Context: an optimization exercise on an open-source flow, tuned for a short achievable clock period and few clock cycles. The choices shown serve that exercise and are no tape-out recipe.
In this exercise RTL edits were held to simulation tests only and were not proved equivalent to the original.
Power and IR drop assume default switching activity.

File: run.sh
#!/bin/bash
# synth_recipe.tcl (not shown) runs the flow's synth.tcl, then flattens the netlist and writes it again
# the make line also repeats each setting of config.mk as NAME=value (left out here)
make -C /OpenROAD-flow-scripts/flow DESIGN_CONFIG=/design/flow/config.mk WORK_HOME=/design/flow/orfs CLKGATE_MAP_FILE= SYNTH_SCRIPT=/design/flow/synth_recipe.tcl finish
File: config.mk
export PLATFORM = sky130hd
export DESIGN_NAME = slede8_core
export DESIGN_NICKNAME = slede8_core
export VERILOG_FILES = /design/flow/design.v
export SDC_FILE = /design/flow/constraint.sdc
export NUM_CORES = 4
export LEC_CHECK = 0
export CAP_MARGIN = 20
export CORE_MARGIN = 2
export CORE_UTILIZATION = 40
export SLEW_MARGIN = 20
File: constraint.sdc
create_clock -name core_clock -period 10.0 [get_ports {clk}]
set_input_delay 2.0000 -clock core_clock [delete_from_list [all_inputs] [get_ports {clk}]]
set_output_delay 2.0000 -clock core_clock [all_outputs]
set_load 0.01 [all_outputs]
File: design.v
module slede8_alu (
    input  wire [3:0] k,       
    input  wire [7:0] a,
    input  wire [7:0] b,
    output reg  [7:0] y,       
    output reg        cmp      
);
    always @(*) begin
        case (k)
            4'd0: y = a & b;
            4'd1: y = a | b;
            4'd2: y = a ^ b;
            4'd3: y = (b >= 8'd8) ? 8'd0 : (a << b[2:0]);
            4'd4: y = (b >= 8'd8) ? 8'd0 : (a >> b[2:0]);
            4'd5: y = a + b;
            4'd6: y = a - b;
            default: y = 8'd0;
        endcase
        case (k)
            4'd0: cmp = (a == b);
            4'd1: cmp = (a != b);
            4'd2: cmp = (a <  b);
            4'd3: cmp = (a <= b);
            4'd4: cmp = (a >  b);
            4'd5: cmp = (a >= b);
            default: cmp = 1'b0;
        endcase
    end
endmodule
module slede8_core (
    input  wire        clk,
    input  wire        rst,           
    input  wire [15:0] budget,        
    output wire        imem_req,
    output wire [11:0] imem_addr,
    input  wire        imem_ack,
    input  wire [15:0] imem_rdata,
    output wire        dmem_req,
    output wire        dmem_we,
    output wire [11:0] dmem_addr,
    output wire [7:0]  dmem_wdata,
    input  wire        dmem_ack,
    input  wire [7:0]  dmem_rdata,
    input  wire        in_avail,
    input  wire [7:0]  in_data,
    output wire        in_take,
    output wire        out_valid,
    output wire [7:0]  out_data,
    output wire        done,
    output wire [2:0]  fault_code,
    output wire [12:0] pc_out,
    output wire [16:0] tick_out,
    output wire        flag_out,
    output wire [5:0]  depth_out,
    input  wire [3:0]  dbg_addr,
    output wire [7:0]  dbg_data
);
    localparam STACK_DEPTH = 32;
    localparam F_NONE     = 3'd0;
    localparam F_BADCLASS = 3'd1;
    localparam F_BADSUBOP = 3'd2;
    localparam F_NORET    = 3'd3;
    localparam F_RECURSE  = 3'd4;
    localparam F_INPUT    = 3'd5;
    localparam F_BUDGET   = 3'd6;
    localparam F_FETCH    = 3'd7;
    reg        running;
    reg [2:0]  fcause;
    reg [7:0]  q [0:7];        
    reg [3:0]  qlen;           
    reg [12:0] pc;             
    reg [12:0] pc2;            
    reg [12:0] tail;           
    reg [12:0] tail2;          
    reg [16:0] tick;
    reg [16:0] tick1;          
    reg [15:0] budget_q;
    reg        ok1;            
    reg        ok2;            
    reg        flag;
    reg [7:0]  regs [0:15];
    reg [12:0] stk  [0:STACK_DEPTH-1];    
    reg [5:0]  depth;
    reg        avail_q;        
    reg        took_q;         
    reg        ihold;          
    reg        ih_stale;       
    reg [11:0] ih_addr;
    reg        dhold;          
    reg [11:0] dh_addr;
    wire       hold_any = ihold || dhold;
    wire [11:0] ptr     = {regs[1][3:0], regs[0]};
    wire [12:0] tos     = stk[0];
    wire [15:0] w0 = {q[1], q[0]};
    wire [15:0] w1 = {q[3], q[2]};
    wire [3:0] cls0 = w0[3:0], op0 = w0[7:4], a1_0 = w0[11:8], a2_0 = w0[15:12];
    wire [3:0] cls1 = w1[3:0], op1 = w1[7:4], a1_1 = w1[11:8], a2_1 = w1[15:12];
    wire stopp0 = (cls0 == 4'h0),  stopp1 = (cls1 == 4'h0);
    wire seti0  = (cls0 == 4'h1),  seti1  = (cls1 == 4'h1);
    wire setr0  = (cls0 == 4'h2),  setr1  = (cls1 == 4'h2);
    wire finn0  = (cls0 == 4'h3),  finn1  = (cls1 == 4'h3);
    wire last0  = (cls0 == 4'h4) && (op0 == 4'd0), last1 = (cls1 == 4'h4) && (op1 == 4'd0);
    wire lagr0  = (cls0 == 4'h4) && (op0 == 4'd1), lagr1 = (cls1 == 4'h4) && (op1 == 4'd1);
    wire alu0   = (cls0 == 4'h5) && (op0 <= 4'd6), alu1  = (cls1 == 4'h5) && (op1 <= 4'd6);
    wire les0   = (cls0 == 4'h6) && (op0 == 4'd0), les1  = (cls1 == 4'h6) && (op1 == 4'd0);
    wire skriv0 = (cls0 == 4'h6) && (op0 == 4'd1), skriv1 = (cls1 == 4'h6) && (op1 == 4'd1);
    wire cmp0   = (cls0 == 4'h7) && (op0 <= 4'd5), cmp1  = (cls1 == 4'h7) && (op1 <= 4'd5);
    wire hopp0  = (cls0 == 4'h8),  hopp1  = (cls1 == 4'h8);
    wire bhopp0 = (cls0 == 4'h9),  bhopp1 = (cls1 == 4'h9);
    wire tur0   = (cls0 == 4'hA),  tur1   = (cls1 == 4'hA);
    wire retur0 = (cls0 == 4'hB),  retur1 = (cls1 == 4'hB);
    wire badc0  = (cls0 >= 4'hD),  badc1  = (cls1 >= 4'hD);
    wire bad0   = badc0 || ((cls0 == 4'h4) && (op0 >= 4'd2)) || ((cls0 == 4'h5) && (op0 >= 4'd7)) ||
                  ((cls0 == 4'h6) && (op0 >= 4'd2)) || ((cls0 == 4'h7) && (op0 >= 4'd6));
    wire bad1   = badc1 || ((cls1 == 4'h4) && (op1 >= 4'd2)) || ((cls1 == 4'h5) && (op1 >= 4'd7)) ||
                  ((cls1 == 4'h6) && (op1 >= 4'd2)) || ((cls1 == 4'h7) && (op1 >= 4'd6));
    wire mem0   = last0 || lagr0,  mem1 = last1 || lagr1;
    wire jmp1   = hopp1 || bhopp1 || tur1 || retur1;
    wire taken0 = hopp0 || tur0 || retur0 || (bhopp0 && flag);
    wire taken1 = hopp1 || tur1 || retur1 || (bhopp1 && flag);
    wire rd_a1_1  = setr1 || lagr1 || alu1 || skriv1 || cmp1;
    wire rd_a2_1  = alu1 || cmp1;
    wire rd_ptr_1 = last1 || lagr1;
    wire wv0      = seti0 || setr0 || last0 || alu0 || les0;
    wire [3:0] wa0 = (seti0 || setr0) ? op0 : a1_0;
    wire raw = (wv0 && ((rd_a1_1 && (wa0 == a1_1)) || (rd_a2_1 && (wa0 == a2_1)) ||
                        (rd_ptr_1 && (wa0[3:1] == 3'd0)))) ||
               (finn0 && ((rd_a1_1 && (a1_1[3:1] == 3'd0)) || (rd_a2_1 && (a2_1[3:1] == 3'd0)) ||
                          rd_ptr_1));
    wire [7:0] xa0 = regs[a1_0], xb0 = regs[a2_0];
    wire [7:0] xa1 = regs[a1_1], xb1 = regs[a2_1];
    wire [7:0] alu_y0, alu_y1;
    wire       cmp_y0, cmp_y1;
    slede8_alu u_alu0 (.k(op0), .a(xa0), .b(xb0), .y(alu_y0), .cmp(cmp_y0));
    slede8_alu u_alu1 (.k(op1), .a(xa1), .b(xb1), .y(alu_y1), .cmp(cmp_y1));
    wire st_empty = (depth == 6'd0);
    wire st_full  = depth[5];
    wire pc_halt  = pc[12];
    wire pc_f7    = (pc == 13'd4095);
    wire pc_term  = pc_halt || !ok1 || pc_f7;      
    wire have0    = (qlen >= 4'd2);
    wire have1    = (qlen >= 4'd4);
    wire noret0   = retur0 && st_empty;
    wire rec0     = tur0 && st_full;
    wire lesf0    = les0 && !took_q && !avail_q;
    wire term0    = have0 && (stopp0 || bad0 || noret0 || rec0 || lesf0);
    wire wait0    = les0 && took_q;
    wire can0     = running && !pc_term && have0 && !term0 && !wait0;
    wire go0      = can0 && !(mem0 && dhold);             
    wire ex0      = go0 && (!mem0 || dmem_ack);            
    wire any_term = running && (pc_term || term0);
    wire fin      = any_term && !hold_any;                 
    wire done_now = running && !hold_any && !pc_term && have0 && stopp0;
    wire p1 = have1 && go0 && ok2 && !hold_any && !taken0 && !lagr0 &&
              !stopp1 && !bad1 && !(retur1 && st_empty) && !(tur1 && st_full) &&
              !(mem0 && (mem1 || les1 || skriv1 || jmp1)) &&
              !(les0 && les1) && !(skriv0 && skriv1) &&
              !(les1 && (took_q || !avail_q)) &&
              !(cmp0 && bhopp1) && !raw;
    wire ex1 = p1 && ex0 && (!mem1 || dmem_ack);
    wire        red0  = go0 && taken0;
    wire        red1  = p1 && taken1;
    wire        redir = red0 || red1;
    wire [12:0] tgt0  = retur0 ? tos : {1'b0, w0[15:4]};
    wire [12:0] tgt1  = retur1 ? tos : {1'b0, w1[15:4]};
    wire [12:0] tgt   = red0 ? tgt0 : tgt1;
    wire [12:0] tgt2  = red0 ? (tgt0 + 13'd2) : (tgt1 + 13'd2);
    wire        tgt_ok_i = (tgt <= 13'd4094);
    wire        tgt_ok_d = (tgt <= 13'd4093);
    wire [11:0] d_h0  = ptr - pc2[11:0];
    wire [11:0] d_h1  = ptr - pc2[11:0] - 12'd2;
    wire        hz0   = lagr0 && (d_h0 < 12'd12);
    wire        hz1   = lagr1 && (d_h1 < 12'd12);
    wire        flush = (ex0 && hz0) || (ex1 && hz1);
    wire [12:0] flush_pc = (ex1 && hz1) ? pc2 + 13'd2 : pc2;
    wire tail_ok_i = (tail <= 13'd4094) && (qlen <= 4'd6);
    wire tail_ok_d = (tail <= 13'd4093) && (qlen <= 4'd5);
    wire fresh_i   = running && !ihold && !any_term && (redir ? tgt_ok_i : tail_ok_i);
    wire memreq0   = go0 && mem0;
    wire memreq1   = p1 && mem1;
    wire memreq    = memreq0 || memreq1;
    wire fresh_d   = fresh_i && !dhold && !memreq && (redir ? tgt_ok_d : tail_ok_d);
    wire [12:0] fa  = redir ? tgt : tail;
    wire [12:0] fa2 = redir ? tgt2 : tail2;
    assign imem_req   = ihold || fresh_i;
    assign imem_addr  = ihold ? ih_addr : fa[11:0];
    assign dmem_req   = dhold || memreq || fresh_d;
    assign dmem_we    = !dhold && ((memreq0 && lagr0) || (memreq1 && lagr1));
    assign dmem_addr  = dhold ? dh_addr : (memreq ? ptr : fa2[11:0]);
    assign dmem_wdata = lagr0 ? xa0 : xa1;
    assign in_take   = (go0 && les0) || (p1 && les1);
    assign out_valid = (go0 && skriv0) || (p1 && skriv1);
    assign out_data  = skriv0 ? xa0 : xa1;
    assign done       = !running || done_now;
    assign fault_code = fcause;
    assign pc_out     = done_now ? pc2 : pc;
    assign tick_out   = done_now ? tick1 : tick;
    assign flag_out   = flag;
    assign depth_out  = depth;
    assign dbg_data   = regs[dbg_addr];
    wire i_ok = imem_ack && !flush && (ihold ? (!ih_stale && !redir) : 1'b1);
    wire d_ok = fresh_d && dmem_ack && i_ok;
    wire [1:0] app  = i_ok ? (d_ok ? 2'd3 : 2'd2) : 2'd0;
    wire [2:0] cons = ex0 ? (ex1 ? 3'd4 : 3'd2) : 3'd0;
    wire [7:0] fb0 = imem_rdata[7:0], fb1 = imem_rdata[15:8], fb2 = dmem_rdata;
    reg [7:0]  nq [0:7];
    reg [3:0]  base;
    integer k;
    always @(*) begin
        if (redir || flush) begin
            base = 4'd0;
            for (k = 0; k < 8; k = k + 1) nq[k] = q[k];
        end else begin
            base = qlen - {1'b0, cons};
            for (k = 0; k < 8; k = k + 1)
                nq[k] = (cons == 3'd4) ? ((k < 4) ? q[k+4] : q[k]) :
                        (cons == 3'd2) ? ((k < 6) ? q[k+2] : q[k]) : q[k];
        end
        for (k = 0; k < 8; k = k + 1) begin
            if (app != 2'd0 && k == base)             nq[k] = fb0;
            if (app != 2'd0 && k == base + 4'd1)      nq[k] = fb1;
            if (app == 2'd3 && k == base + 4'd2)      nq[k] = fb2;
        end
    end
    reg       we0, we1;
    reg [3:0] wa0r, wa1r;
    reg [7:0] wd0, wd1;
    always @(*) begin
        we0 = 1'b0; wa0r = a1_0; wd0 = 8'd0;
        if (ex0) begin
            if (seti0)      begin we0 = 1'b1; wa0r = op0;  wd0 = w0[15:8]; end
            else if (setr0) begin we0 = 1'b1; wa0r = op0;  wd0 = xa0;      end
            else if (last0) begin we0 = 1'b1; wa0r = a1_0; wd0 = dmem_rdata; end
            else if (alu0)  begin we0 = 1'b1; wa0r = a1_0; wd0 = alu_y0;   end
            else if (les0)  begin we0 = 1'b1; wa0r = a1_0; wd0 = in_data;  end
        end
        we1 = 1'b0; wa1r = a1_1; wd1 = 8'd0;
        if (ex1) begin
            if (seti1)      begin we1 = 1'b1; wa1r = op1;  wd1 = w1[15:8]; end
            else if (setr1) begin we1 = 1'b1; wa1r = op1;  wd1 = xa1;      end
            else if (last1) begin we1 = 1'b1; wa1r = a1_1; wd1 = dmem_rdata; end
            else if (alu1)  begin we1 = 1'b1; wa1r = a1_1; wd1 = alu_y1;   end
            else if (les1)  begin we1 = 1'b1; wa1r = a1_1; wd1 = in_data;  end
        end
    end
    integer i;
    always @(posedge clk) begin
        if (rst) begin
            for (i = 0; i < 16; i = i + 1)
                regs[i] <= 8'd0;
        end else begin
            for (i = 0; i < 16; i = i + 1) begin
                if (ex1 && (finn1 && (i == 0 || i == 1)))
                    regs[i] <= (i == 0) ? w1[11:4] : {4'd0, w1[15:12]};
                else if (we1 && wa1r == i)
                    regs[i] <= wd1;
                else if (ex0 && (finn0 && (i == 0 || i == 1)))
                    regs[i] <= (i == 0) ? w0[11:4] : {4'd0, w0[15:12]};
                else if (we0 && wa0r == i)
                    regs[i] <= wd0;
            end
        end
    end
    wire push = (ex0 && tur0) || (ex1 && tur1);
    wire pop  = (ex0 && retur0) || (ex1 && retur1);
    always @(posedge clk) begin
        if (push) begin
            stk[0] <= (ex1 && tur1) ? pc2 + 13'd2 : pc2;
            for (i = 1; i < STACK_DEPTH; i = i + 1)
                stk[i] <= stk[i-1];
        end else if (pop) begin
            for (i = 0; i < STACK_DEPTH - 1; i = i + 1)
                stk[i] <= stk[i+1];
        end
    end
    wire [1:0]  nstep = {1'b0, ex0} + {1'b0, ex1};
    wire        lt0 = (tick          < {1'b0, budget_q});
    wire        lt1 = (tick1         < {1'b0, budget_q});
    wire        lt2 = (tick + 17'd2  < {1'b0, budget_q});
    wire        lt3 = (tick + 17'd3  < {1'b0, budget_q});
    reg  [12:0] pc_n, tail_n;
    always @(*) begin
        if (redir) begin
            pc_n   = tgt;
            tail_n = tgt + {11'd0, app};
        end else if (flush) begin
            pc_n   = flush_pc;
            tail_n = flush_pc;
        end else begin
            pc_n   = pc + {10'd0, cons};
            tail_n = tail + {11'd0, app};
        end
    end
    always @(posedge clk) begin
        budget_q <= budget;
        avail_q  <= in_avail;
        if (rst) begin
            running  <= 1'b1;
            fcause   <= F_NONE;
            qlen     <= 4'd0;
            pc       <= 13'd0;
            pc2      <= 13'd2;
            tail     <= 13'd0;
            tail2    <= 13'd2;
            tick     <= 17'd0;
            tick1    <= 17'd1;
            ok1      <= (budget != 16'd0);
            ok2      <= (budget > 16'd1);
            flag     <= 1'b0;
            depth    <= 6'd0;
            took_q   <= 1'b0;
            ihold    <= 1'b0;
            ih_stale <= 1'b0;
            dhold    <= 1'b0;
        end else begin
            took_q <= in_take;
            ihold  <= imem_req && !imem_ack;
            if (imem_req && !imem_ack) begin
                ih_addr  <= imem_addr;
                ih_stale <= ihold ? (ih_stale || redir || flush) : flush;
            end
            dhold <= (dhold || fresh_d) && !dmem_ack;
            if (fresh_d)
                dh_addr <= dmem_addr;
            if (fin) begin
                running <= 1'b0;
                if (pc_halt) begin
                    fcause <= F_NONE;
                end else if (!ok1) begin
                    fcause <= F_BUDGET;
                    tick   <= tick1;
                end else if (pc_f7) begin
                    fcause <= F_FETCH;
                    tick   <= tick1;
                end else begin
                    tick   <= tick1;
                    pc     <= pc2;
                    if (stopp0)      fcause <= F_NONE;
                    else if (bad0)   fcause <= badc0 ? F_BADCLASS : F_BADSUBOP;
                    else if (noret0) fcause <= F_NORET;
                    else if (rec0)   fcause <= F_RECURSE;
                    else             fcause <= F_INPUT;
                end
            end else if (running) begin
                if (ex1 && cmp1)
                    flag <= cmp_y1;
                else if (ex0 && cmp0)
                    flag <= cmp_y0;
                if (push)
                    depth <= depth + 6'd1;
                else if (pop)
                    depth <= depth - 6'd1;
                tick  <= tick + {15'd0, nstep};
                tick1 <= tick1 + {15'd0, nstep};
                ok1   <= (nstep == 2'd0) ? lt0 : (nstep == 2'd1) ? lt1 : lt2;
                ok2   <= (nstep == 2'd0) ? lt1 : (nstep == 2'd1) ? lt2 : lt3;
                pc    <= pc_n;
                pc2   <= pc_n + 13'd2;
                tail  <= tail_n;
                tail2 <= tail_n + 13'd2;
                qlen  <= (redir || flush) ? {2'd0, app} : (qlen - {1'b0, cons} + {2'd0, app});
                for (i = 0; i < 8; i = i + 1)
                    q[i] <= nq[i];
            end
        end
    end
endmodule
==> Implementation_results.wiki, run 1 <==
{| class="wikitable"
! Metric !! Value
|-
| Core area || 127800 um2
|-
| Met1 usage || 41.10%
|-
| Met2 routing resource usage after global routing || 44.34%
|-
| Root buffer selected by CTS || sky130_fd_sc_hd__clkbuf_16
|-
| Largest net degree at the start of global routing || 265
|-
| Area Growth Syn to Fin || 11.46%
|-
| Slew Limit Headroom || 13.31%
|-
| Sum of negative setup slack || 0 ns
|-
| Global-route wire length before repair || 303800 um
|-
| Final number of hold-violating endpoints || 0
|-
| Number of buffers created by CTS || 86
|-
| Total Power Consumption || 13.92 mW
|-
| Share of final-layout standard cells stronger than drive strength 1 || 7.400%
|-
| Worst-case clock skew || 0.05995 ns
|-
| Unrepaired setup endpoints after global routing || false
|-
| Worst-case register-to-register setup slack || 1.81 ns
|-
| Async SR Flop Fraction || 0%
|-
| Total global-route track usage || 30.47%
|-
| Peak ir drop on the vdd network || 0.3631 mV
|-
| Clock tree from TritonCTS || built
|-
| Type of the worst min-delay path || flop to flop
|-
| Peak fanout along the critical path || 33
|-
| Setup WS pre-CTS || 1.984 ns
|-
| Clock latency (worst-skew pair) || 0.72 ns
|-
| Power Dens Cells || 241.5 nW/um2
|-
| Reg2Reg Depth || 24
|-
| Number of optimization iterations in the first detailed-route pass || 8
|-
| Kind of start point of the critical path || flop
|-
| Maximum Capacitance Violations || 0
|-
| Layout Utilization || 45.08%
|-
| Initial Utilization || 40.45%
|-
| # H-tree levels || 3
|-
| Clock slew at reported path FFs || 0.06 ns
|-
| Global route overflow || 0
|-
| Met3 track demand over resource in global routing || 8.493%
|-
| Sum of net half-perimeters after detailed placement || 149400 um
|-
| CTS sink cnt || 754
|-
| Setup-violating endpoint count in the final report || 0
|-
| Fillcell total || 12675
|-
| Post-Syn Area || 51710 um2
|-
| Routed length per placed instance || 26.11 um
|-
| Total wirelength of the detailed-routed design || 207100 um
|-
| Crit share post-route || 87.62%
|-
| Post-CTS setup-driven buffer insertion count || 0
|-
| Max-slew violation count || 0
|-
| R2r endpoint || tail2[11]$_SDFFE_PP0P_
|-
| Count of synthesis-stage warnings from yosys || 6
|-
| Sequential area share after synthesis || 38.99%
|-
| Data required, critical path || 8.00 ns
|-
| DP Area || 54660 um2
|-
| Worst Hold Path Cells || 0
|-
| Area of the die || 132200 um2
|-
| Worst flop-to-flop path startpoint || q[0][5]$_DFFE_PP_
|-
| Number of port buffers || 150
|-
| First DRT Iteration DRCs || 6714
|-
| Clock period minus final worst setup slack || 8.762 ns
|-
| Total of hold buffers inserted after clock tree synthesis || 0
|-
| Maximum buffer depth of the clock tree || 3
|-
| Number of nets in the final layout || 6419
|-
| Post-synth cell types || 106
|-
| Fmax achieved || 114.1 MHz
|-
| Number of vias in the routed layout || 49186
|-
| Beginning of the worst hold path || stk[30][0]$_DFFE_PN_
|-
| Synthesized instance count || 6293
|-
| Most frequently used flop master after synthesis || sky130_fd_sc_hd__edfxtp_1
|-
| Post-synthesis net count || 6513
|-
| CTS resizes || 0
|-
| Placed Instances || 7769
|-
| Crit path arrival time || 6.76 ns
|-
| Grt peak-use layer || met2
|-
| Vertical die dimension || 363.5 um
|-
| EDFF count, synth || 506
|-
| Mean instance size in the synthesized netlist || 8.217 um2
|-
| Final std cells w/o fill || 7933
|-
| Vias in the first global route || 45677
|-
| Final WS setup || 1.238 ns
|-
| Number of register bits inferred by synthesis || 754
|-
| Row cnt || 131
|-
| Total leakage power || 21.99 nW
|-
| Drt drc || 0
|-
| Outcome || finished clean
|-
| Area of all placed cells without fillers || 57630 um2
|-
| Transition at the pin with the smallest max-transition slack || 1.287 ns
|-
| Crit end category || output port
|-
| Hold WS || 0.4531 ns
|-
| Number of antenna-violating nets in the routed design || 0
|-
| Antenna violations before repair || 5
|-
| RD Place Congestion || 1.065
|-
| Die Wd || 363.5 um
|-
| Top-level I/O count || 151
|-
| Path type of the worst setup path || flop to output port
|-
| Number of vias per cell || 6.200
|-
| Worst Hold Path EP || stk[31][0]$_DFFE_PN_
|}
## placed cells by master, fill, tap and decap left out, drive strengths merged, types with 24 or more instances in the layout
cell           count
ha               150
o21ai            305
o221ai            31
and3              48
a21oi            307
clkinv            39
mux2i            206
xnor2             73
nand2b            47
xor2              61
mux2             111
a211oi           210
a22oi             55
o22ai             41
nor4              27
buf              123
nor3b             28
clkdlybuf4s50    149
a21o              53
nor2b             85
nor2             545
o211ai            47
nand4             42
edfxtp           506
clkbuf           110
a31oi             43
nand3b            24
nand2           1598
nor3             113
and2              41
a221oi            48
nand3            135
dfxtp            248
inv              161
## cells by family after synthesis
logic type / share of synthesized area [%]
simple gates: 23.94
flops: 38.99
compound gates: 19.35
xor+xnor: 2.270
mux: 6.710
fa+ha+maj: 4.133
buf+inv: 4.614
## power breakdown
part           switching (mW)  leakage [nW]  internal [mW]
registers               0.403          6.58           3.79
logic                    4.37          14.0           2.06
clock network            1.38          1.41           1.91
## how the worst max path moves through the flow
stage          slack (ns)              start  depth (start not counted)                     end
2_1_floorplan       0.007           dmem_ack                          9   depth[5]$_SDFFE_PP0P_
3_3_place_gp         2.20  q[0][5]$_DFFE_PP_                         26  tail2[11]$_SDFFE_PP0P_
3_5_place_dp         1.98           dmem_ack                         13       q[1][0]$_DFFE_PP_
4_1_cts              1.44  q[0][5]$_DFFE_PP_                         14           dmem_addr[11]
5_1_grt              0.92  q[0][5]$_DFFE_PP_                         14           dmem_addr[11]
6_report             1.24  q[0][5]$_DFFE_PP_                         14           dmem_addr[11]
## worst max-delay path: stages, from the launching register on
cell and delay [ns]:
sky130_fd_sc_hd__edfxtp_1 1.07, sky130_fd_sc_hd__nor3_2 0.27, sky130_fd_sc_hd__a311oi_1 0.40, sky130_fd_sc_hd__nand3_1 0.17
sky130_fd_sc_hd__nor3_4 0.13, sky130_fd_sc_hd__buf_4 0.39, sky130_fd_sc_hd__mux2i_1 0.78, sky130_fd_sc_hd__a221o_1 0.49
sky130_fd_sc_hd__ha_1 0.31, sky130_fd_sc_hd__nand2_1 0.13, sky130_fd_sc_hd__o21a_1 0.21, sky130_fd_sc_hd__o31ai_1 0.40
sky130_fd_sc_hd__a21oi_1 0.13, sky130_fd_sc_hd__o21ai_0 0.25, sky130_fd_sc_hd__clkdlybuf4s50_1 0.89
## sequential cells by signal (all words and copies together), names as in the netlist, 3 cells and up
name	cells
stk	416
regs	128
q	64
tick1	17
tick	17
budget_q	16
pc2	13
pc	13
dh_addr	12
ih_addr	12
tail2	12
tail	12
depth	6
qlen	4
fcause	3
## layer usage
layer | part of all wire (%) | routed length (um)
met4 | 5.9 | 12210
met2 | 42 | 86310
met3 | 11 | 23260
met5 | 0.0082 | 17
met1 | 41 | 85310
## cell usage after synthesis (21+ instances only)
cell type                  count  area share, %
sky130_fd_sc_hd__xnor2_1      73            1.2
sky130_fd_sc_hd__inv_1       150            1.1
sky130_fd_sc_hd__and3_1       48           0.58
sky130_fd_sc_hd__a211oi_1    209            3.0
sky130_fd_sc_hd__nor3_1      107            1.0
sky130_fd_sc_hd__o221ai_1     31           0.53
sky130_fd_sc_hd__dfxtp_1     248            9.6
sky130_fd_sc_hd__and2_1       39           0.47
sky130_fd_sc_hd__a21oi_1     307            3.0
sky130_fd_sc_hd__edfxtp_1    506             29
sky130_fd_sc_hd__nand2b_1     47           0.57
sky130_fd_sc_hd__ha_1        150            3.6
sky130_fd_sc_hd__a21o_1       53           0.77
sky130_fd_sc_hd__o21ai_0     298            2.9
sky130_fd_sc_hd__buf_1        53           0.38
sky130_fd_sc_hd__nand2_1    1598             12
sky130_fd_sc_hd__clkbuf_1    365            2.6
sky130_fd_sc_hd__nand4_1      40           0.48
sky130_fd_sc_hd__mux2i_1     206            4.0
sky130_fd_sc_hd__or3_1        23           0.28
sky130_fd_sc_hd__mux2_2      111            2.4
sky130_fd_sc_hd__nor4_1       23           0.28
sky130_fd_sc_hd__xor2_1       61            1.0
sky130_fd_sc_hd__nor2_1      544            3.9
sky130_fd_sc_hd__a32oi_1      23           0.39
sky130_fd_sc_hd__nand3b_1     23           0.33
sky130_fd_sc_hd__nor2b_1      85            1.0
sky130_fd_sc_hd__a221oi_1     47           0.80
sky130_fd_sc_hd__buf_2        31           0.30
sky130_fd_sc_hd__nor3b_1      27           0.39
sky130_fd_sc_hd__o21bai_1     21           0.30
sky130_fd_sc_hd__a22oi_1      55           0.80
sky130_fd_sc_hd__o22ai_1      41           0.50
sky130_fd_sc_hd__nand3_1     135            1.3
sky130_fd_sc_hd__a31oi_1      41           0.50
sky130_fd_sc_hd__a22o_1       22           0.37
sky130_fd_sc_hd__o211ai_1     46           0.67
## cell type report
| class | instances | area, um2 | area share (%) |
|---|---|---|---|
| clock buffer | 109 | 2288 | 3.971 |
| inverter | 161 | 614.3 | 1.066 |
| antenna | 1 | 2.502 | 0.004342 |
| timing repair buffer | 273 | 2502 | 4.342 |
| tap | 1662 | 2079 | 3.608 |
| multi-input combinational | 4923 | 29400 | 51.01 |
| sequential | 754 | 20160 | 34.98 |
| clock inverter | 50 | 589.3 | 1.023 |
Testbench counts, summed over its fixed seeds: cycles 17,838.
==> run 2: changes to the inputs <==
--- a/config.mk
+++ b/config.mk
@@ -5,7 +5,9 @@
 export SDC_FILE = /design/flow/constraint.sdc
 export NUM_CORES = 4
 export LEC_CHECK = 0
+export ABC_CLOCK_PERIOD_IN_PS = 3000
 export CAP_MARGIN = 20
 export CORE_MARGIN = 2
 export CORE_UTILIZATION = 40
+export SETUP_SLACK_MARGIN = 5
 export SLEW_MARGIN = 20
==> run 2 against run 1 <==
Combinational power is 44% higher. Non-clock buffer count is 513 higher. Fmax is 32% higher. Synthesized area stayed put. Worst setup slack better by 2.1 ns. Sequential share of layout area is 5.1 points lower. Critical path type unchanged. Critical endpoint is now dmem_addr[10]. Largest cell class unchanged. Largest power group unchanged. Highest routed layer unchanged.
==> Implementation_results.wiki, run 2 <==
{| class="wikitable"
! Metric !! Value
|-
| Fraction of synthesized cell area taken by the top area cell type || 29.39% (unchanged)
|-
| Initial Utilization || 40.45% (unchanged)
|-
| Commonest cells in the netlist || 1598 x sky130_fd_sc_hd__nand2_1, 544 x sky130_fd_sc_hd__nor2_1, 506 x sky130_fd_sc_hd__edfxtp_1
|-
| Top-level I/O count || 151 (unchanged)
|-
| Logic depth of the worst path, buffers included || 16 (+2)
|-
| Antenna violations before repair || 8 (+3)
|-
| Largest net degree at the start of global routing || 151 (-43%)
|-
| Share of final-layout standard cells stronger than drive strength 1 || 25.38% (+18 points)
|-
| Top cell type by total area after synthesis || sky130_fd_sc_hd__edfxtp_1
|-
| Clock tree from TritonCTS || built
|-
| Cell breakdown of the critical path || buf_12, or4b_4, nor3_1, buf_4, nand2_1, nor4b_4, buf_4, nand2_4, o211ai_1, nor4_4, xor2_1, nor2_1, a211oi_2, a211oi_2, a21o_1, buf_2
|-
| Biggest registers after layout || stk: 416 flops, regs: 128 flops, q: 64 flops
|-
| Number of nets in the final layout || 6940 (+8.1%)
|-
| WP buf/inv || 4 (+2)
|-
| Total wirelength of the detailed-routed design || 231000 um (+12%)
|-
| R2r endpoint || tail2[11]$_SDFFE_PP0P_
|-
| Clock period minus final worst setup slack || 6.641 ns (-2.120 ns)
|-
| Crit end category || output port
|-
| Number of vias per cell || 6.427 (+3.7%)
|-
| Data required, critical path || 8.00 ns (about the same)
|-
| Sum of negative setup slack || 0 ns (unchanged)
|-
| Async SR Flop Fraction || 0% (unchanged)
|-
| Hold WS || 0.4491 ns (-0.004032 ns)
|-
| Global-route wire length before repair || 325900 um (+7.3%)
|-
| Synth Area in Compound Gates || 19.35% (unchanged)
|-
| Type of the worst min-delay path || flop to flop
|-
| Row cnt || 131 (unchanged)
|-
| Most used cells in the layout excluding fill and tap cells || 1540 x sky130_fd_sc_hd__nand2_1, 506 x sky130_fd_sc_hd__edfxtp_1, 450 x sky130_fd_sc_hd__nor2_1, 408 x sky130_fd_sc_hd__buf_4, 245 x sky130_fd_sc_hd__a21oi_1
|-
| Fmax achieved || 150.6 MHz (+32%)
|-
| Sequential area share after synthesis || 38.99% (unchanged)
|-
| Area Growth Syn to Fin || 30.71%
|-
| Drt drc || 0 (unchanged)
|-
| Beginning of the worst hold path || stk[30][2]$_DFFE_PN_
|-
| Maximum Capacitance Violations || 0 (unchanged)
|-
| Count of synthesis-stage warnings from yosys || 6 (unchanged)
|-
| Reg2Reg Depth || 31 (+29%)
|-
| Critical-path top delay cell || sky130_fd_sc_hd__or4b_4
|-
| Worst-case register-to-register setup slack || 3.53 ns (+1.72 ns)
|-
| Kind of start point of the critical path || flop
|-
| Post-synthesis mux area share || 6.710% (unchanged)
|-
| Top cells by area in the synthesized netlist || sky130_fd_sc_hd__edfxtp_1 29%, sky130_fd_sc_hd__nand2_1 12%, sky130_fd_sc_hd__dfxtp_1 9.6%
|-
| Most frequent cell after synthesis || sky130_fd_sc_hd__nand2_1
|-
| Vias in the first global route || 49753 (+8.9%)
|-
| Number of register bits inferred by synthesis || 754 (unchanged)
|-
| Routed length per placed instance || 27.31 um (+4.6%)
|-
| Worst flop-to-flop path startpoint || q[0][3]$_DFFE_PP_
|-
| Sum of net half-perimeters after detailed placement || 145600 um (-2.6%)
|-
| Most frequently used flop master after synthesis || sky130_fd_sc_hd__edfxtp_1
|-
| Total global-route track usage || 32.56% (+2.1 points)
|-
| Synth Area in XOR/XNOR || 2.270% (unchanged)
|-
| Kind of cell adding the most delay to the critical path || simple AND/OR/NAND/NOR gates
|-
| Most common cell after layout, fill and taps aside || sky130_fd_sc_hd__nand2_1
|-
| Fillcell total || 11515 (-9.2%)
|-
| Worst-case clock skew || 0.04142 ns (-0.01853 ns)
|-
| Slew Limit Headroom || 17.67% (+4.4 points)
|-
| RD Place Congestion || 1.066 (+0.10%)
|-
| Die Wd || 363.5 um (unchanged)
|-
| Post-synth cell types || 106 (unchanged)
|-
| Mean instance size in the synthesized netlist || 8.217 um2 (unchanged)
|-
| Number of antenna-violating nets in the routed design || 0 (unchanged)
|-
| Maximum buffer depth of the clock tree || 3 (unchanged)
|-
| Worst stage delay on the critical path || 0.60 ns (-0.47 ns)
|-
| First DRT Iteration DRCs || 8200 (+22%)
|-
| Adder-cell share of the synthesized area || 4.133% (unchanged)
|-
| EDFF count, synth || 506 (unchanged)
|-
| Power Dens Cells || 246.9 nW/um2 (+2.2%)
|-
| Area share of and/or/nand/nor cells after synthesis || 23.94% (unchanged)
|-
| CTS sink cnt || 754 (unchanged)
|-
| Number of buffers created by CTS || 85 (-1.2%)
|-
| Synthesized instance count || 6293 (unchanged)
|-
| Transition at the pin with the smallest max-transition slack || 1.226 ns (-0.06125 ns)
|-
| Outcome || finished clean
|-
| End of the critical path || dmem_addr[10]
|-
| Launching element of the worst setup path || q[0][7]$_DFFE_PP_
|-
| Post-Syn Area || 51710 um2 (unchanged)
|-
| Unrepaired setup endpoints after global routing || true
|-
| Vertical die dimension || 363.5 um (unchanged)
|-
| Number of optimization iterations in the first detailed-route pass || 9 (+1)
|-
| Crit path arrival time || 4.64 ns (-2.12 ns)
|-
| Clock slew at reported path FFs || 0.06 ns (about the same)
|-
| Number of vias in the routed layout || 54359 (+11%)
|-
| Global route overflow || 0 (unchanged)
|-
| Core area || 127800 um2 (unchanged)
|-
| Crit share post-route || 66.41% (-21 points)
|-
| Root buffer selected by CTS || sky130_fd_sc_hd__clkbuf_16
|-
| Setup-violating endpoint count in the final report || 0 (unchanged)
|-
| Area of the die || 132200 um2 (unchanged)
|-
| Post-synthesis net count || 6513 (unchanged)
|-
| Largest reg by FF count || stk
|-
| Path type of the worst setup path || flop to output port
|-
| Final number of hold-violating endpoints || 0 (unchanged)
|-
| Max-slew violation count || 0 (unchanged)
|-
| Main combinational cell family by area after synthesis || simple AND/OR/NAND/NOR gates
|-
| Peak fanout along the critical path || 11 (-67%)
|-
| Total leakage power || 26.52 nW (+21%)
|-
| # H-tree levels || 3 (unchanged)
|-
| Clock latency (worst-skew pair) || 0.73 ns (about the same)
|-
| Number of flip-flops in the largest register || 416 (unchanged)
|-
| Number of port buffers || 150 (unchanged)
|-
| Peak ir drop on the vdd network || 0.2243 mV (-38%)
|}
run 2: per-stage QoR:
stage	cell area (um2)	total power, mW	std cells	utilization (%)	setup slack (ns)
final	67590	16.69	8458	52.87	3.359
after global routing	67580	17.20	8456	52.86	3.283
after CTS	63580	15.28	8267	49.73	3.551
after detailed placement	54690	10.43	7766	42.78	2.395
after global placement	54680	10.40	7766	42.77	2.506
after floorplan	51840	8.172	6293	-	0.03825
run 2: power by group:
group	leakage (nW)	internal, mW	switching [mW]
Clock	1.40	1.90	1.40
Sequential	6.59	3.79	0.354
Combinational	18.5	3.58	5.66
run 2: per-layer routing:
metal  GRT usage [%]  vias up  wire length (um)
met5          0.4357        -               301
met4           20.23       12             18740
met3           11.95     1233             30910
met2           46.84     3828             93830
met1           41.20    25778             87200
li1                -    23508                 -
run 2: area by class of cell:
type / instances / area (um2) / area share, %
timing repair inverter: 3 / 31.28 / 0.04628
clock inverter: 39 / 514.2 / 0.7608
antenna: 4 / 10.01 / 0.01481
sequential: 754 / 20190 / 29.87
clock buffer: 120 / 2365 / 3.499
inverter: 161 / 732.0 / 1.083
tap: 1662 / 2079 / 3.077
multi-input combinational: 4929 / 33320 / 49.30
timing repair buffer: 786 / 8346 / 12.35
run 2: cells by family after synthesis:
logic type | after synthesis
flops | 754
compound gates | 1470
buf+inv | 616
mux | 324
xor+xnor | 134
fa+ha+maj | 163
simple gates | 2832
run 2: how the worst min path moves through the flow:
stage	to	slack, ns	cells after the start
after floorplan	tail2[4]$_SDFFE_PP0P_	0.42	2
after global placement	stk[31][5]$_DFFE_PN_	0.43	0
after detailed placement	stk[31][5]$_DFFE_PN_	0.43	0
after CTS	stk[31][5]$_DFFE_PN_	0.45	0
after global routing	stk[31][5]$_DFFE_PN_	0.45	0
final	stk[31][2]$_DFFE_PN_	0.45	0
run 2: what timing repair did:
item / in CTS / in global routing
resized for setup: 1056 / 620
pin swaps: 181 / 285
hold buffers: 0 / 0
buffers inserted: 309 / 173
setup endpoints to repair: 1277 / 1003
gates cloned: 33 / 14
==> run 3: changes to the inputs <==
--- a/design.v
+++ b/design.v
@@ -161,32 +161,52 @@
     wire        red0  = go0 && taken0;
     wire        red1  = p1 && taken1;
     wire        redir = red0 || red1;
-    wire [12:0] tgt0  = retur0 ? tos : {1'b0, w0[15:4]};
-    wire [12:0] tgt1  = retur1 ? tos : {1'b0, w1[15:4]};
-    wire [12:0] tgt   = red0 ? tgt0 : tgt1;
-    wire [12:0] tgt2  = red0 ? (tgt0 + 13'd2) : (tgt1 + 13'd2);
-    wire        tgt_ok_i = (tgt <= 13'd4094);
-    wire        tgt_ok_d = (tgt <= 13'd4093);
+    wire        sel0  = have0 && taken0;
+    wire        sel1  = have1 && taken1 && !taken0 && ok2 && !dhold && !wait0 && !mem0 &&
+                        !(retur1 && st_empty) && !(tur1 && st_full) && !(cmp0 && bhopp1);
+    wire [12:0] tos2   = tos + 13'd2;
+    wire [12:0] j0     = {1'b0, w0[15:4]};
+    wire [12:0] j1     = {1'b0, w1[15:4]};
+    wire [12:0] j0_2   = j0 + 13'd2;
+    wire [12:0] j1_2   = j1 + 13'd2;
+    wire [12:0] tgt0   = retur0 ? tos : j0;
+    wire [12:0] tgt1   = retur1 ? tos : j1;
+    wire [12:0] tgt0_2 = retur0 ? tos2 : j0_2;
+    wire [12:0] tgt1_2 = retur1 ? tos2 : j1_2;
+    wire        tos_ok_i = (tos <= 13'd4094);
+    wire        tos_ok_d = (tos <= 13'd4093);
+    wire        okt0_i = retur0 ? tos_ok_i : (w0[15:4] != 12'hFFF);
+    wire        okt0_d = retur0 ? tos_ok_d : (w0[15:5] != 11'h7FF);
+    wire        okt1_i = retur1 ? tos_ok_i : (w1[15:4] != 12'hFFF);
+    wire        okt1_d = retur1 ? tos_ok_d : (w1[15:5] != 11'h7FF);
+    wire [12:0] tgt    = red0 ? tgt0 : tgt1;
+    wire [12:0] tgt_2  = red0 ? tgt0_2 : tgt1_2;
     wire [11:0] d_h0  = ptr - pc2[11:0];
     wire [11:0] d_h1  = ptr - pc2[11:0] - 12'd2;
     wire        hz0   = lagr0 && (d_h0 < 12'd12);
     wire        hz1   = lagr1 && (d_h1 < 12'd12);
     wire        flush = (ex0 && hz0) || (ex1 && hz1);
-    wire [12:0] flush_pc = (ex1 && hz1) ? pc2 + 13'd2 : pc2;
+    wire [12:0] pc4      = pc2 + 13'd2;
+    wire [12:0] pc6      = pc2 + 13'd4;
+    wire [12:0] flush_pc = (ex1 && hz1) ? pc4 : pc2;
+    wire [12:0] flush_pc2 = (ex1 && hz1) ? pc6 : pc4;
     wire tail_ok_i = (tail <= 13'd4094) && (qlen <= 4'd6);
     wire tail_ok_d = (tail <= 13'd4093) && (qlen <= 4'd5);
-    wire fresh_i   = running && !ihold && !any_term && (redir ? tgt_ok_i : tail_ok_i);
+    wire okf_i     = sel0 ? okt0_i : (sel1 ? okt1_i : tail_ok_i);
+    wire okf_d     = sel0 ? okt0_d : (sel1 ? okt1_d : tail_ok_d);
+    wire fresh_i   = running && !ihold && !any_term && okf_i;
+    wire amem      = (have0 && mem0) || (have1 && mem1);
     wire memreq0   = go0 && mem0;
     wire memreq1   = p1 && mem1;
     wire memreq    = memreq0 || memreq1;
-    wire fresh_d   = fresh_i && !dhold && !memreq && (redir ? tgt_ok_d : tail_ok_d);
-    wire [12:0] fa  = redir ? tgt : tail;
-    wire [12:0] fa2 = redir ? tgt2 : tail2;
+    wire fresh_d   = fresh_i && !dhold && !amem && okf_d;
+    wire [12:0] fa  = sel0 ? tgt0 : (sel1 ? tgt1 : tail);
+    wire [12:0] fa2 = sel0 ? tgt0_2 : (sel1 ? tgt1_2 : tail2);
     assign imem_req   = ihold || fresh_i;
     assign imem_addr  = ihold ? ih_addr : fa[11:0];
     assign dmem_req   = dhold || memreq || fresh_d;
-    assign dmem_we    = !dhold && ((memreq0 && lagr0) || (memreq1 && lagr1));
-    assign dmem_addr  = dhold ? dh_addr : (memreq ? ptr : fa2[11:0]);
+    assign dmem_we    = !dhold && ((have0 && mem0) ? lagr0 : (have1 && lagr1));
+    assign dmem_addr  = dhold ? dh_addr : (amem ? ptr : fa2[11:0]);
     assign dmem_wdata = lagr0 ? xa0 : xa1;
     assign in_take   = (go0 && les0) || (p1 && les1);
     assign out_valid = (go0 && skriv0) || (p1 && skriv1);
@@ -203,23 +223,19 @@
     wire [1:0] app  = i_ok ? (d_ok ? 2'd3 : 2'd2) : 2'd0;
     wire [2:0] cons = ex0 ? (ex1 ? 3'd4 : 3'd2) : 3'd0;
     wire [7:0] fb0 = imem_rdata[7:0], fb1 = imem_rdata[15:8], fb2 = dmem_rdata;
-    reg [7:0]  nq [0:7];
-    reg [3:0]  base;
+    reg [7:0] nq0 [0:7];
+    reg [7:0] nq2 [0:7];
+    reg [7:0] nq4 [0:7];
+    reg [7:0] nqr [0:7];
     integer k;
     always @(*) begin
-        if (redir || flush) begin
-            base = 4'd0;
-            for (k = 0; k < 8; k = k + 1) nq[k] = q[k];
-        end else begin
-            base = qlen - {1'b0, cons};
-            for (k = 0; k < 8; k = k + 1)
-                nq[k] = (cons == 3'd4) ? ((k < 4) ? q[k+4] : q[k]) :
-                        (cons == 3'd2) ? ((k < 6) ? q[k+2] : q[k]) : q[k];
-        end
         for (k = 0; k < 8; k = k + 1) begin
-            if (app != 2'd0 && k == base)             nq[k] = fb0;
-            if (app != 2'd0 && k == base + 4'd1)      nq[k] = fb1;
-            if (app == 2'd3 && k == base + 4'd2)      nq[k] = fb2;
+            nq0[k] = (k == qlen) ? fb0 : (k == qlen + 4'd1) ? fb1 : (k == qlen + 4'd2) ? fb2 : q[k];
+            nq2[k] = (k + 2 == qlen) ? fb0 : (k + 1 == qlen) ? fb1 : (k == qlen) ? fb2 :
+                     ((k < 6) ? q[(k+2)%8] : q[k]);
+            nq4[k] = (k + 4 == qlen) ? fb0 : (k + 3 == qlen) ? fb1 : (k + 2 == qlen) ? fb2 :
+                     ((k < 4) ? q[(k+4)%8] : q[k]);
+            nqr[k] = (k == 0) ? fb0 : (k == 1) ? fb1 : (k == 2) ? fb2 : q[k];
         end
     end
     reg       we0, we1;
@@ -274,21 +290,38 @@
         end
     end
     wire [1:0]  nstep = {1'b0, ex0} + {1'b0, ex1};
+    wire [16:0] tick2 = tick + 17'd2;
+    wire [16:0] tick3 = tick + 17'd3;
     wire        lt0 = (tick          < {1'b0, budget_q});
     wire        lt1 = (tick1         < {1'b0, budget_q});
-    wire        lt2 = (tick + 17'd2  < {1'b0, budget_q});
-    wire        lt3 = (tick + 17'd3  < {1'b0, budget_q});
-    reg  [12:0] pc_n, tail_n;
+    wire        lt2 = (tick2 < {1'b0, budget_q});
+    wire        lt3 = (tick3 < {1'b0, budget_q});
+    wire [12:0] abase = redir ? tgt : tail;           
+    wire [12:0] abase2 = redir ? tgt_2 : tail2;
+    wire [12:0] abase3 = abase + 13'd3;
+    wire [12:0] abase4 = abase + 13'd4;
+    wire [12:0] abase5 = abase + 13'd5;
+    reg  [12:0] pc_n, pc2_n, tail_n, tail2_n;
     always @(*) begin
         if (redir) begin
-            pc_n   = tgt;
-            tail_n = tgt + {11'd0, app};
+            pc_n = tgt;  pc2_n = tgt_2;
         end else if (flush) begin
-            pc_n   = flush_pc;
-            tail_n = flush_pc;
+            pc_n = flush_pc;  pc2_n = flush_pc2;
+        end else if (cons == 3'd4) begin
+            pc_n = pc4;  pc2_n = pc6;
+        end else if (cons == 3'd2) begin
+            pc_n = pc2;  pc2_n = pc4;
+        end else begin
+            pc_n = pc;   pc2_n = pc2;
+        end
+        if (flush) begin
+            tail_n = flush_pc;  tail2_n = flush_pc2;
+        end else if (app == 2'd3) begin
+            tail_n = abase3;  tail2_n = abase5;
+        end else if (app == 2'd2) begin
+            tail_n = abase2;  tail2_n = abase4;
         end else begin
-            pc_n   = pc + {10'd0, cons};
-            tail_n = tail + {11'd0, app};
+            tail_n = abase;   tail2_n = abase2;
         end
     end
     always @(posedge clk) begin
@@ -350,17 +383,18 @@
                     depth <= depth + 6'd1;
                 else if (pop)
                     depth <= depth - 6'd1;
-                tick  <= tick + {15'd0, nstep};
-                tick1 <= tick1 + {15'd0, nstep};
+                tick  <= (nstep == 2'd0) ? tick  : (nstep == 2'd1) ? tick1 : tick2;
+                tick1 <= (nstep == 2'd0) ? tick1 : (nstep == 2'd1) ? tick2 : tick3;
                 ok1   <= (nstep == 2'd0) ? lt0 : (nstep == 2'd1) ? lt1 : lt2;
                 ok2   <= (nstep == 2'd0) ? lt1 : (nstep == 2'd1) ? lt2 : lt3;
                 pc    <= pc_n;
-                pc2   <= pc_n + 13'd2;
+                pc2   <= pc2_n;
                 tail  <= tail_n;
-                tail2 <= tail_n + 13'd2;
+                tail2 <= tail2_n;
                 qlen  <= (redir || flush) ? {2'd0, app} : (qlen - {1'b0, cons} + {2'd0, app});
                 for (i = 0; i < 8; i = i + 1)
-                    q[i] <= nq[i];
+                    q[i] <= (redir || flush) ? nqr[i] : (cons == 3'd4) ? nq4[i] :
+                            (cons == 3'd2) ? nq2[i] : nq0[i];
             end
         end
     end
==> run 3 against run 2 <==
Still clean on timing, DRC and antenna. Routed wire length grew 22%. Combinational power up 53%. Cell area is 6.1% higher. Highest routed layer unchanged.
==> Implementation_results.wiki, run 3 <==
{| class="wikitable"
! Metric !! Value
|-
| DP Area || 59380 um2 (+8.6%)
|-
| Crit end category || output port
|-
| Total global-route track usage || 36.38% (+3.8 points)
|-
| Worst stage delay on the critical path || 0.50 ns (-0.10 ns)
|-
| Top cell type by total area after synthesis || sky130_fd_sc_hd__edfxtp_1
|-
| Routed length per placed instance || 29.55 um (+8.2%)
|-
| Most frequent cell after synthesis || sky130_fd_sc_hd__nand2_1
|-
| Number of nets in the final layout || 7748 (+12%)
|-
| Data required, critical path || 8.00 ns (about the same)
|-
| Post-synth cell types || 129 (+22%)
|-
| Final number of hold-violating endpoints || 0 (unchanged)
|-
| CTS sink cnt || 756 (+0.27%)
|-
| Type of the worst min-delay path || flop to flop
|-
| Layout Utilization || 51.31% (-1.6 points)
|-
| Drt drc || 0 (unchanged)
|-
| Switching Share || 49.63% (+5.2 points)
|-
| Vias in the first global route || 56848 (+14%)
|-
| Number of antenna-violating nets in the routed design || 0 (unchanged)
|-
| Path type of the worst setup path || flop to output port
|-
| Total of hold buffers inserted after clock tree synthesis || 0 (unchanged)
|-
| Most common cell after layout, fill and taps aside || sky130_fd_sc_hd__nand2_1
|-
| Post-Syn Area || 56430 um2 (+9.1%)
|-
| Power Dens Cells || 309.9 nW/um2 (+26%)
|-
| Initial Utilization || 40.39% (-0.052 points)
|-
| Area Growth Syn to Fin || 27.03%
|-
| Fmax achieved || 174.0 MHz (+16%)
|-
| # H-tree levels || 3 (unchanged)
|-
| Number of flip-flops in the largest register || 416 (unchanged)
|-
| Fraction of synthesized cell area taken by the top area cell type || 26.93% (-2.5 points)
|-
| Clock latency (worst-skew pair) || 0.73 ns (about the same)
|-
| Top-level I/O count || 151 (unchanged)
|-
| Worst-case clock skew || 0.03495 ns (-0.006471 ns)
|-
| Number of vias per cell || 6.658 (+3.6%)
|-
| Peak ir drop on the vdd network || 0.2474 mV (+10%)
|-
| Most used cells in the layout excluding fill and tap cells || 1792 x sky130_fd_sc_hd__nand2_1, 506 x sky130_fd_sc_hd__edfxtp_1, 477 x sky130_fd_sc_hd__nor2_1, 445 x sky130_fd_sc_hd__a21oi_1, 423 x sky130_fd_sc_hd__buf_4
|-
| Slew Limit Headroom || 7.502% (-10 points)
|-
| Crit path arrival time || 3.75 ns (-0.89 ns)
|-
| Post-synthesis net count || 7409 (+14%)
|-
| Sequential area share after synthesis || 35.80% (-3.2 points)
|-
| Number of port buffers || 150 (unchanged)
|-
| Max-slew violation count || 0 (unchanged)
|-
| Cell breakdown of the critical path || ha_1, nand3_2, nor2_2, nand2_1, nor3_1, xnor2_1, a21oi_1, a211oi_2, a21oi_4, o21ai_2, buf_2
|-
| Peak fanout along the critical path || 6 (-5)
|-
| Biggest registers after layout || stk: 416 flops, regs: 128 flops, q: 64 flops
|-
| Outcome || finished clean
|-
| Synthesized instance count || 7197 (+14%)
|-
| Clock period minus final worst setup slack || 5.748 ns (-0.8933 ns)
|-
| Critical-path top delay cell || sky130_fd_sc_hd__edfxtp_1
|-
| Transition at the pin with the smallest max-transition slack || 1.377 ns (+0.1513 ns)
|-
| Largest reg by FF count || stk
|-
| Share of final-layout standard cells stronger than drive strength 1 || 21.88% (-3.5 points)
|-
| Number of vias in the routed layout || 63323 (+16%)
|-
| Total leakage power || 27.22 nW (+2.6%)
|-
| Number of register bits inferred by synthesis || 756 (+0.27%)
|-
| Most frequently used flop master after synthesis || sky130_fd_sc_hd__edfxtp_1
|-
| Maximum Capacitance Violations || 0 (unchanged)
|-
| Global-route wire length before repair || 394500 um (+21%)
|-
| Antenna violations before repair || 28 (+20)
|-
| Clock slew at reported path FFs || 0.06 ns (about the same)
|-
| Clock network power share || 15.2% (-4.6 points)
|-
| Unrepaired setup endpoints after global routing || true
|-
| Mean instance size in the synthesized netlist || 7.841 um2 (-4.6%)
|-
| Count of synthesis-stage warnings from yosys || 9 (+3)
|-
| Worst-case register-to-register setup slack || 4.48 ns (+0.95 ns)
|-
| Vertical die dimension || 379.6 um (+4.4%)
|-
| Root buffer selected by CTS || sky130_fd_sc_hd__clkbuf_16
|-
| Clock tree from TritonCTS || built
|-
| Setup-violating endpoint count in the final report || 0 (unchanged)
|-
| RD Place Congestion || 1.133 (+6.3%)
|-
| Row cnt || 137 (+4.6%)
|-
| Number of buffers created by CTS || 89 (+4.7%)
|-
| Largest net degree at the start of global routing || 143 (-5.3%)
|-
| WP buf/inv || 1 (-3)
|-
| Kind of cell adding the most delay to the critical path || simple AND/OR/NAND/NOR gates
|-
| Number of optimization iterations in the first detailed-route pass || 21 (+12)
|-
| Die Wd || 379.6 um (+4.4%)
|-
| Kind of start point of the critical path || flop
|-
| First DRT Iteration DRCs || 10732 (+31%)
|-
| Combinational share of power || 63.6% (+8.2 points)
|-
| Commonest cells in the netlist || 1830 x sky130_fd_sc_hd__nand2_1, 562 x sky130_fd_sc_hd__nor2_1, 508 x sky130_fd_sc_hd__a21oi_1
|-
| Global route overflow || 0 (unchanged)
|-
| Maximum buffer depth of the clock tree || 3 (unchanged)
|-
| Area of all placed cells without fillers || 71690 um2 (+6.1%)
|-
| Area of the die || 144100 um2 (+9.0%)
|-
| Core area || 139700 um2 (+9.3%)
|-
| EDFF count, synth || 506 (unchanged)
|-
| Sum of negative setup slack || 0 ns (unchanged)
|-
| Switching component of the power || 11.03 mW (+49%)
|-
| Fraction of power consumed by sequential logic || 21.2% (-3.7 points)
|-
| Crit share post-route || 57.48% (-8.9 points)
|-
| Top cells by area in the synthesized netlist || sky130_fd_sc_hd__edfxtp_1 27%, sky130_fd_sc_hd__nand2_1 12%, sky130_fd_sc_hd__dfxtp_1 8.9%
|-
| Design internal power || 11.19 mW (+21%)
|-
| Async SR Flop Fraction || 0% (unchanged)
|-
| Sum of net half-perimeters after detailed placement || 174900 um (+20%)
|-
| Total wirelength of the detailed-routed design || 281100 um (+22%)
|}
==> run 3: cell count changes after synthesis, moves of 29 or more <==
cell	change
sky130_fd_sc_hd__and3_1	+33
sky130_fd_sc_hd__buf_2	+103
sky130_fd_sc_hd__a21oi_1	+201
sky130_fd_sc_hd__xor2_1	-29
sky130_fd_sc_hd__nand2_1	+232
sky130_fd_sc_hd__a31oi_1	+48
sky130_fd_sc_hd__o21ai_0	+101
==> run 3: stage by stage <==
| step | power, mW | worst slack, ns | hold WS, ns | std cells |
|---|---|---|---|---|
| floorplan | 11.05 | 0.5974 | 0.4262 | 7197 |
| global placement | 14.60 | 3.110 | 0.4295 | 8819 |
| detailed placement | 14.67 | 3.126 | 0.4340 | 8819 |
| CTS | 20.26 | 4.298 | 0.4510 | 9332 |
| global route | 22.80 | 4.247 | 0.4668 | 9494 |
| finish | 22.22 | 4.252 | 0.4474 | 9511 |
==> run 3: power groups by stage <==
stage	Combinational (mW)	Clock [mW]	Sequential, mW
finish	14.1	3.39	4.70
detailed placement	9.84	0	4.83
global placement	9.78	0	4.81
CTS	12.2	3.44	4.66
floorplan	6.52	0	4.53
global route	14.5	3.55	4.74
==> run 3: area by class of cell <==
type	count	area (um2)
Sequential cell	756	20220
Clock buffer	123	2426
Multi-Input combinational cell	5699	36750
Tap cell	1876	2347
Inverter	181	875.8
Timing Repair inverter	4	42.54
Antenna cell	25	62.56
Fill cell	13143	68020
Timing Repair Buffer	805	8429
Clock inverter	42	534.3
==> run 3: what timing repair did <==
item / 4_1_cts / 5_1_grt
pin swaps: 159 / 207
cloned: 40 / 8
gates resized for setup: 1050 / 506
endpoints found under the hold margin: 0 / 0
endpoints found under the setup margin: 1241 / 422
buffers inserted: 308 / 145
==> run 3: cells by family after synthesis <==
group,count (synthesis),share of synthesized area (%)
and+or+nand+nor,3170,24.61
AOI/OAI and AO/OA,1930,22.74
DFF,756,35.80
buffers and inverters,749,5.492
muxes,314,5.931
adders and majority gates,155,3.530
xor gates and xnor gates,123,1.909
==> run 3: worst paths after layout <==
kind	startpoint	to	cells after the start
worst max-delay path	q[0][6]$_DFFE_PP_	dmem_addr[11]	11
worst min-delay path	stk[30][8]$_DFFE_PN_	stk[31][8]$_DFFE_PN_	0
worst max register to register	q[2][5]$_DFFE_PP_	ih_addr[4]$_DFFE_PP_	35
worst min register to register	stk[30][8]$_DFFE_PN_	stk[31][8]$_DFFE_PN_	0
==> run 3: routing by layer <==
layer / track usage (%) / wire length (um) / vias to the layer above
met1: 45.51 / 103700 / 29790
li1: - / - / 26644
met5: 2.546 / 697 / -
met3: 16.71 / 43040 / 1737
met2: 48.85 / 107100 / 5134
met4: 25.35 / 26530 / 18
Testbench counts of run 3, summed over its fixed seeds: cycles 17,869.

[static timing again, ports no longer ideal]
The flow's constraints put no driver on any port. The routed layouts listed below were extracted and timed again, unchanged, in two steps. Step 1, drivers: a clkbuf_16 drives clk and a buf_2 each remaining input, both assumed. Step 2 moves the port delays by t, midway between the first and last clock arrival at a register: inputs arrive t later, outputs are due t later. That takes back most of the time a late clock gives input paths. Slacks: ideal ports / drivers / drivers and shift; pairs: ideal ports / drivers.
run | t, ns | setup WS [ns] | pins driven straight from the clock port
run 1 | 0.769 | 1.238 / 1.163 / 1.797 | 1
run 2 | 0.786 | 3.359 / 3.281 / 3.249 | 1
run 3 | 0.783 | 4.252 / 4.179 / 4.139 | 1
After both steps setup and hold are still met in every run listed. The setup slack of run 3, which loses most, moves by -0.073 ns with the drivers and by -0.113 ns with both steps.
